What follows belongs to an exercise in optimizing a design on an open flow for small area, a short achievable clock period and few clock cycles; a production flow would make more cautious choices.
Function was checked by simulation only, so behaviour that the tests miss may differ from the original.

lane 3:
==> flow/design.v (excerpt) <==
module prf_frame_codec (
    input  wire        clk,
    input  wire        rst,
    input  wire        in_valid,
    output wire        in_ready,
    input  wire [1:0]  in_op,
    input  wire [4:0]  in_kind,
    input  wire [31:0] in_data,
    input  wire [2:0]  in_nbytes,
    input  wire        in_last,
    output reg         rsp_valid,
    input  wire        rsp_ready,
    output reg  [1:0]  rsp_status,
    output wire [31:0] rsp_crc,
    output wire [31:0] rsp_rcv,
    output wire [15:0] rsp_expected,
    output wire [15:0] rsp_actual
);
Size: ~1,000 cells after synthesis, ~200 flip-flops, roughly 150 I/O pins, ~13,000 um2 of cells after synthesis.
==> flow/config.mk <==
export PLATFORM = sky130hd
export DESIGN_NAME = prf_frame_codec
export DESIGN_NICKNAME = prf_frame_codec
export VERILOG_FILES = /design/flow/design.v
export SDC_FILE = /design/flow/constraint.sdc
export NUM_CORES = 4
export LEC_CHECK = 0
export CAP_MARGIN = 20
export CORE_MARGIN = 2
export CORE_UTILIZATION = 40
export SLEW_MARGIN = 20
==> flow/constraint.sdc <==
create_clock -name core_clock -period 10.0 [get_ports {clk}]
set_input_delay 2.0000 -clock core_clock [delete_from_list [all_inputs] [get_ports {clk}]]
set_output_delay 2.0000 -clock core_clock [all_outputs]
set_load 0.01 [all_outputs]
standard.sh (not shown) runs the stock make flow with config.mk's settings and CLKGATE_MAP_FILE= SYNTH_SCRIPT=/design/flow/synth_recipe.tcl, a recipe that flattens the netlist after the stock synthesis.
==> flow/flow/run.sh <==
#!/bin/bash
# Layout: the standard ORFS flow (standard.sh), with plain buffers on the
# ports and timing repair aimed below the clock period.
set -euo pipefail
source flow/settings.sh
bash standard.sh "${EXTRA[@]}" finish > make_finish.log 2>&1
==> flow/flow/settings.sh <==
EXTRA=(
  "BUFFER_PORTS_ARGS=-buffer_cell sky130_fd_sc_hd__buf_2"
  "SETUP_SLACK_MARGIN=6.9"
  "TNS_END_PERCENT=0"
)
Lane 3 was carried through to the last stage, and its layout satisfied the timing, design-rule and antenna checks.
Testbench counts of lane 3, summed over its fixed seeds: cycles 12,333.
### lane 3 -> lane 1
-- flow/design.v --
<<< lane 3, line 87
    reg [4:0]  tx_exp;      
    reg [4:0] s_size;
    reg [4:0] s_k0;
    reg [3:0] s_rest;
    always @(*) begin
        case (s_kind)
            5'd0:  begin s_size = 5'd12; s_k0 = 5'b10000; s_rest = 4'd4; end
            5'd1:  begin s_size = 5'd11; s_k0 = 5'b10000; s_rest = 4'd3; end
            5'd2:  begin s_size = 5'd14; s_k0 = 5'b10000; s_rest = 4'd6; end
            5'd3:  begin s_size = 5'd13; s_k0 = 5'b10000; s_rest = 4'd5; end
            5'd4:  begin s_size = 5'd11; s_k0 = 5'b10000; s_rest = 4'd3; end
            5'd5:  begin s_size = 5'd10; s_k0 = 5'b10000; s_rest = 4'd2; end
            5'd6:  begin s_size = 5'd10; s_k0 = 5'b10000; s_rest = 4'd2; end
            5'd7:  begin s_size = 5'd9;  s_k0 = 5'b10000; s_rest = 4'd1; end
            5'd8:  begin s_size = 5'd8;  s_k0 = 5'b10000; s_rest = 4'd0; end
            5'd9:  begin s_size = 5'd6;  s_k0 = 5'b00100; s_rest = 4'd0; end
            5'd10: begin s_size = 5'd6;  s_k0 = 5'b00100; s_rest = 4'd0; end
            5'd11: begin s_size = 5'd7;  s_k0 = 5'b01000; s_rest = 4'd0; end
            5'd12: begin s_size = 5'd12; s_k0 = 5'b10000; s_rest = 4'd4; end
            5'd13: begin s_size = 5'd8;  s_k0 = 5'b10000; s_rest = 4'd0; end
            5'd14: begin s_size = 5'd5;  s_k0 = 5'b00010; s_rest = 4'd0; end
            5'd15: begin s_size = 5'd8;  s_k0 = 5'b10000; s_rest = 4'd0; end
            5'd16: begin s_size = 5'd5;  s_k0 = 5'b00010; s_rest = 4'd0; end
            5'd17: begin s_size = 5'd16; s_k0 = 5'b10000; s_rest = 4'd8; end
            5'd18: begin s_size = 5'd8;  s_k0 = 5'b10000; s_rest = 4'd0; end
            default: begin s_size = 5'd4; s_k0 = 5'b00001; s_rest = 4'd0; end
        endcase
    end
>>> lane 1, line 87
    reg [4:0]  tx_exp;      
    reg [4:0] s_size;
    reg [4:0] s_bsz;
    reg [4:0] s_k0;
    reg [3:0] s_rest;
    always @(*) begin
        case (s_kind)
            5'd0:  begin s_size = 5'd12; s_bsz = 5'd8; s_k0 = 5'b10000; s_rest = 4'd4; end
            5'd1:  begin s_size = 5'd11; s_bsz = 5'd7; s_k0 = 5'b10000; s_rest = 4'd3; end
            5'd2:  begin s_size = 5'd14; s_bsz = 5'd10; s_k0 = 5'b10000; s_rest = 4'd6; end
            5'd3:  begin s_size = 5'd13; s_bsz = 5'd9; s_k0 = 5'b10000; s_rest = 4'd5; end
            5'd4:  begin s_size = 5'd11; s_bsz = 5'd7; s_k0 = 5'b10000; s_rest = 4'd3; end
            5'd5:  begin s_size = 5'd10; s_bsz = 5'd6; s_k0 = 5'b10000; s_rest = 4'd2; end
            5'd6:  begin s_size = 5'd10; s_bsz = 5'd6; s_k0 = 5'b10000; s_rest = 4'd2; end
            5'd7:  begin s_size = 5'd9; s_bsz = 5'd5;  s_k0 = 5'b10000; s_rest = 4'd1; end
            5'd8:  begin s_size = 5'd8; s_bsz = 5'd4;  s_k0 = 5'b10000; s_rest = 4'd0; end
            5'd9:  begin s_size = 5'd6; s_bsz = 5'd2;  s_k0 = 5'b00100; s_rest = 4'd0; end
            5'd10: begin s_size = 5'd6; s_bsz = 5'd2;  s_k0 = 5'b00100; s_rest = 4'd0; end
            5'd11: begin s_size = 5'd7; s_bsz = 5'd3;  s_k0 = 5'b01000; s_rest = 4'd0; end
            5'd12: begin s_size = 5'd12; s_bsz = 5'd8; s_k0 = 5'b10000; s_rest = 4'd4; end
            5'd13: begin s_size = 5'd8; s_bsz = 5'd4;  s_k0 = 5'b10000; s_rest = 4'd0; end
            5'd14: begin s_size = 5'd5; s_bsz = 5'd1;  s_k0 = 5'b00010; s_rest = 4'd0; end
            5'd15: begin s_size = 5'd8; s_bsz = 5'd4;  s_k0 = 5'b10000; s_rest = 4'd0; end
            5'd16: begin s_size = 5'd5; s_bsz = 5'd1;  s_k0 = 5'b00010; s_rest = 4'd0; end
            5'd17: begin s_size = 5'd16; s_bsz = 5'd12; s_k0 = 5'b10000; s_rest = 4'd8; end
            5'd18: begin s_size = 5'd8; s_bsz = 5'd4;  s_k0 = 5'b10000; s_rest = 4'd0; end
            default: begin s_size = 5'd4; s_bsz = 5'd0; s_k0 = 5'b00001; s_rest = 4'd0; end
        endcase
    end
<<< lane 3, line 211
                tx_chk <= (s_op != OP_CRC32);
                tx_dec <= (s_op == OP_DECODE);
                tx_exp <= (s_op == OP_DECODE) ? s_size : s_size - 5'd4;
            end
        end
>>> lane 1, line 212
                tx_chk <= (s_op != OP_CRC32);
                tx_dec <= (s_op == OP_DECODE);
                tx_exp <= (s_op == OP_DECODE) ? s_size : s_bsz;
            end
        end
==> run notes <==
Lane 1 closes out successfully: all stages finished, all timing, DRC and antenna checks passed.
Lane 3 → lane 1: critical path depth saw little to no change, final clock period utilization by the worst path saw a decrease, largest net degree at the start of global routing saw a decrease, clock buffer and inverter area fraction after layout saw an increase, largest stage delay on the critical path saw a decrease.
Max core utilization across lane 3 and lane 1: lane 1
Testbench counts of lane 1, summed over its fixed seeds: cycles 12,333.

static timing again, ports no longer ideal:
In the flow no input, the clock included, has a driving cell. The finished layouts below were timed again as built, in two steps. Step 1 (the two cells are an assumption about what drives the block):
set clk [get_ports {clk}]
set_driving_cell -lib_cell sky130_fd_sc_hd__clkbuf_16 $clk
set_driving_cell -lib_cell sky130_fd_sc_hd__buf_2 [delete_from_list [all_inputs] $clk]
Step 2 also shifts input and output timing later by t, the mid clock arrival at the registers, as if the neighbouring blocks saw the same clock. Three values: ideal ports, drivers, drivers and shift; two values: the first two.
run	t, ns	slack for setup (ns)	hold slack, ns	latest minus earliest clock arrival (ns)
lane 3	0.507	6.662 / 6.613 / 6.187	0.507 / 0.507 / 0.507	0.016 / 0.016
lane 1	0.485	6.706 / 6.656 / 6.307	0.475 / 0.476 / 0.476	0.009 / 0.009
After both steps setup and hold are still met in every run listed. The setup slack of lane 3, which loses most, moves by -0.049 ns with the drivers and by -0.475 ns with both steps.
